This is an optimization exercise on Yosys and OpenROAD, whose aim is small area, a short achievable clock period and few clock cycles, not a production implementation. The RTL was checked by simulation tests, not by an equivalence proof against the original design. Power and IR drop assume default switching activity.

Design ofdmtx_enc, start of the top module:
module ofdmtx_enc (
    input  wire        clk,
    input  wire        rst,
    input  wire        start_valid,
    output wire        start_ready,
    input  wire [7:0]  cfg_rb,      
    input  wire [11:0] cfg_len,     
    input  wire [6:0]  cfg_seed,    
    input  wire        in_valid,
    output wire        in_ready,
    input  wire [7:0]  in_data,
    output wire        out_valid,
    input  wire        out_ready,
    output wire [5:0]  out_data,
    output wire        out_last,
    output wire        out_err
);
Size in the first run: roughly 1400 cells after synthesis, ~260 flip-flops, ~51 I/O pins.
export LEC_CHECK = 0
export CAP_MARGIN = 20
export CORE_MARGIN = 2
export CORE_UTILIZATION = 40
export CTS_CLUSTER_DIAMETER = 60
export CTS_CLUSTER_SIZE = 40
export SLEW_MARGIN = 20
create_clock -name core_clock -period 20.0 [get_ports {clk}]
standard.sh (not shown) runs the stock make flow with config.mk's settings and CLKGATE_MAP_FILE= SYNTH_SCRIPT=/design/flow/synth_recipe.tcl, a recipe that flattens the netlist after the stock synthesis.
==> flow/flow/run.sh <==
#!/bin/bash
# The standard layout (the standard.sh: standard synthesis, then ORFS to
# finish), with two changes to how it is made:
#  - ORFS's own setup repair is asked to leave a slack margin, so that its
#    sizing passes also shorten the paths that already meet the 20 ns clock;
#  - the port buffers that buffer_ports inserts on every input and output are
#    plain buf_1 cells rather than the default pick (a delay buffer).
# The clock, the constraints and every other step are the standard ones.
set -euo pipefail
bash standard.sh SETUP_SLACK_MARGIN=15.0 "BUFFER_PORTS_ARGS=-buffer_cell sky130_fd_sc_hd__buf_1" finish > standard_finish.log 2>&1
Testbench counts at the start, summed over its fixed seeds: cycles 75,348.
Next try:
--- a/flow/flow/run.sh
+++ b/flow/flow/run.sh
@@ -3 +3 @@
-# finish), with two changes to how it is made:
+# finish), with these changes to how it is made:
@@ -7 +7,4 @@
-#    plain buf_1 cells rather than the default pick (a delay buffer).
+#    plain buf_1 cells rather than the default pick (a delay buffer);
+#  - clock tree synthesis uses the clustering of config.mk and inserts no
+#    dummy balancing loads (the same arguments ORFS builds, plus
+#    -dont_use_dummy_load).
@@ -10 +13,4 @@
-bash standard.sh SETUP_SLACK_MARGIN=15.0 "BUFFER_PORTS_ARGS=-buffer_cell sky130_fd_sc_hd__buf_1" finish > standard_finish.log 2>&1
+bash standard.sh SETUP_SLACK_MARGIN=15.0 \
+    "BUFFER_PORTS_ARGS=-buffer_cell sky130_fd_sc_hd__buf_1" \
+    "CTS_ARGS=-sink_clustering_enable -repair_clock_nets -sink_clustering_size 35 -sink_clustering_max_diameter 70 -dont_use_dummy_load" \
+    finish > standard_finish.log 2>&1
CTS_CLUSTER_DIAMETER = 70   (was 60)
CTS_CLUSTER_SIZE = 35   (was 40)
Outcome: The changed run finished clean. Wire length is lower by 0.85%. Cell area is lower by 2.3%. Sequential power stays flat. Synthesized cell count is unchanged. Flip-flop and latch count stays the same.
Next try:
==> flow/flow/run.sh (replaced) <==
#!/bin/bash
# The standard layout (the standard.sh: standard synthesis, then ORFS to
# finish), with two changes to how it is made:
#  - ORFS's own setup repair is asked to leave a slack margin, so that its
#    sizing passes also shorten the paths that already meet the 20 ns clock;
#  - the port buffers that buffer_ports inserts on every input and output are
#    plain buf_1 cells rather than the default pick (a delay buffer).
# The clock, the constraints and every other step are the standard ones.
set -euo pipefail
bash standard.sh SETUP_SLACK_MARGIN=15.0 "BUFFER_PORTS_ARGS=-buffer_cell sky130_fd_sc_hd__buf_1" finish > standard_finish.log 2>&1
Outcome:
- worst setup slack got worse by 20 ps
- first-iteration DRC count goes down by roughly a tenth
- global-route usage stays flat
- synthesized area is unchanged
- die area stays the same
- utilization grows by 0.46 points
- power climbs by a few percent
- count of clock-buffer cells in the layout does not change
- sequential share of layout area fell by 0.48 points
- register-to-register slack gains 30 ps

---

JK:
ofdmtx_enc, a different RTL version from the one above (not shown whole).
For scale: about 1,400 cells after synthesis, about 260 flip-flops.
Settings: LEC_CHECK=0, CAP_MARGIN=20, CORE_MARGIN=2, CORE_UTILIZATION=40, CTS_CLUSTER_DIAMETER=60, CTS_CLUSTER_SIZE=30, SLEW_MARGIN=20; clock period 20.0 ns.
==> flow/flow/run.sh <==
#!/bin/bash
# The standard layout (the standard.sh: standard synthesis, then ORFS to
# finish), with ORFS's own setup repair asked to leave a slack margin, so that
# its sizing passes also shorten the paths that already meet the 20 ns clock.
# The clock, the constraints and every other step are the standard ones.
set -euo pipefail
bash standard.sh SETUP_SLACK_MARGIN=15.0 finish > standard_finish.log 2>&1
Testbench counts of JK, summed over its fixed seeds: cycles 75,348.
#### Input delta (MS over JK)
Settings: CTS_CLUSTER_DIAMETER changed from 60 to 80; CTS_CLUSTER_SIZE changed from 30 to 40.
[summary]
- MS finished all stages; the layout is clean.
- The non-clock buffer count in the final layout reported for MS is greater than that of JK by 1.
- Post-route minimum period: MS vs JK down 0.023 ns
- MS vs JK — share of power burned in the clock network dropped 5.0 points.
- The sequential power on JK is in line with that on MS.
- MS ended with less total of clock buffers placed in the layout than JK.
- On clock transition time at the flip-flop clock pins of the worst setup and hold paths, the higher figure sits with MS, not JK.
- The number of filler cells placed in the layout of MS is higher than that of JK.
- On highest clock rate, JK loses to MS.
For AL, these inputs were changed with respect to MS:
Settings: CTS_CLUSTER_DIAMETER changed from 80 to 70; CTS_CLUSTER_SIZE changed from 40 to 35.
==> flow/flow/run.sh <==
#!/bin/bash
# The standard layout (the standard.sh: standard synthesis, then ORFS to
# finish), with two changes to how it is made:
#  - ORFS's own setup repair is asked to leave a slack margin, so that its
#    sizing passes also shorten the paths that already meet the 20 ns clock;
#  - the port buffers that buffer_ports inserts on every input and output are
#    plain buf_1 cells rather than the default pick (a delay buffer).
# The clock, the constraints and every other step are the standard ones.
set -euo pipefail
bash standard.sh SETUP_SLACK_MARGIN=15.0 "BUFFER_PORTS_ARGS=-buffer_cell sky130_fd_sc_hd__buf_1" finish > standard_finish.log 2>&1
==> comparison <==
- Taking MS as the reference, in AL share of total power in combinational logic now sits lower; final standard cell utilization of the core now sits at about the same level; register fraction of the total cell area now sits at about the same level.
### AL -> TR
Settings: CTS_CLUSTER_DIAMETER changed from 70 to 80; CTS_CLUSTER_SIZE changed from 35 to 40.
--- outcome ---
- TR went all the way through synthesis, placement and routing and the layout is clean on timing, DRC and antenna.
- Diff AL..TR | synthesized cell count | unchanged
- From AL to TR the numbers moved as follows: wire length stayed essentially flat, portion of total power attributed to the clock network fell by 2.1 points.
- TR -> AL: instance count on the critical path delta 0, exact match
- Of AL and TR, TR shows the lower utilization, with AL above it.
- Lower hold slack goes to AL over TR.
- Final area in TR vs AL: down about 1.5%
- Going from AL to TR, stage delay of the slowest cell on the critical path level; non-filler instance count after layout moved down.

[afterwards: timing with drivers on the ports]
The flow's constraints put no driver on any port. The routed layouts listed below were extracted and timed again, unchanged, in two steps. Step 1 sets driving cells, clkbuf_16 on the clock port and buf_2 on the other inputs (assumed; they add their load-dependent delay and slew). Step 2 moves the port delays by t, midway between the first and last clock arrival at a register: inputs arrive t later, outputs are due t later. That takes back most of the time a late clock gives input paths. a / b / c = ideal ports / drivers / drivers and shift; a / b = the first two.
run	t (ns)	slack for setup (ns)	worst hold slack (ns)	pins driven straight from the clock port
the first run of note 1	0.597	14.943 / 14.892 / 14.869	0.464 / 0.464 / 0.464	1
the second run of note 1	0.543	14.991 / 14.940 / 14.884	0.456 / 0.456 / 0.456	1
the third run of note 1	0.563	14.971 / 14.920 / 14.875	0.469 / 0.469 / 0.469	1
JK	0.595	14.950 / 14.897 / 14.508	0.457 / 0.457 / 0.457	1
MS	0.550	14.973 / 14.921 / 14.535	0.472 / 0.472 / 0.472	1
AL	0.574	14.968 / 14.913 / 14.789	0.426 / 0.426 / 0.426	1
TR	0.558	14.977 / 14.921 / 14.795	0.436 / 0.436 / 0.436	1
After both steps every run listed still meets setup and hold. For JK, which loses most, drivers alone change the setup slack by -0.053 ns; drivers and shift together by -0.442 ns.
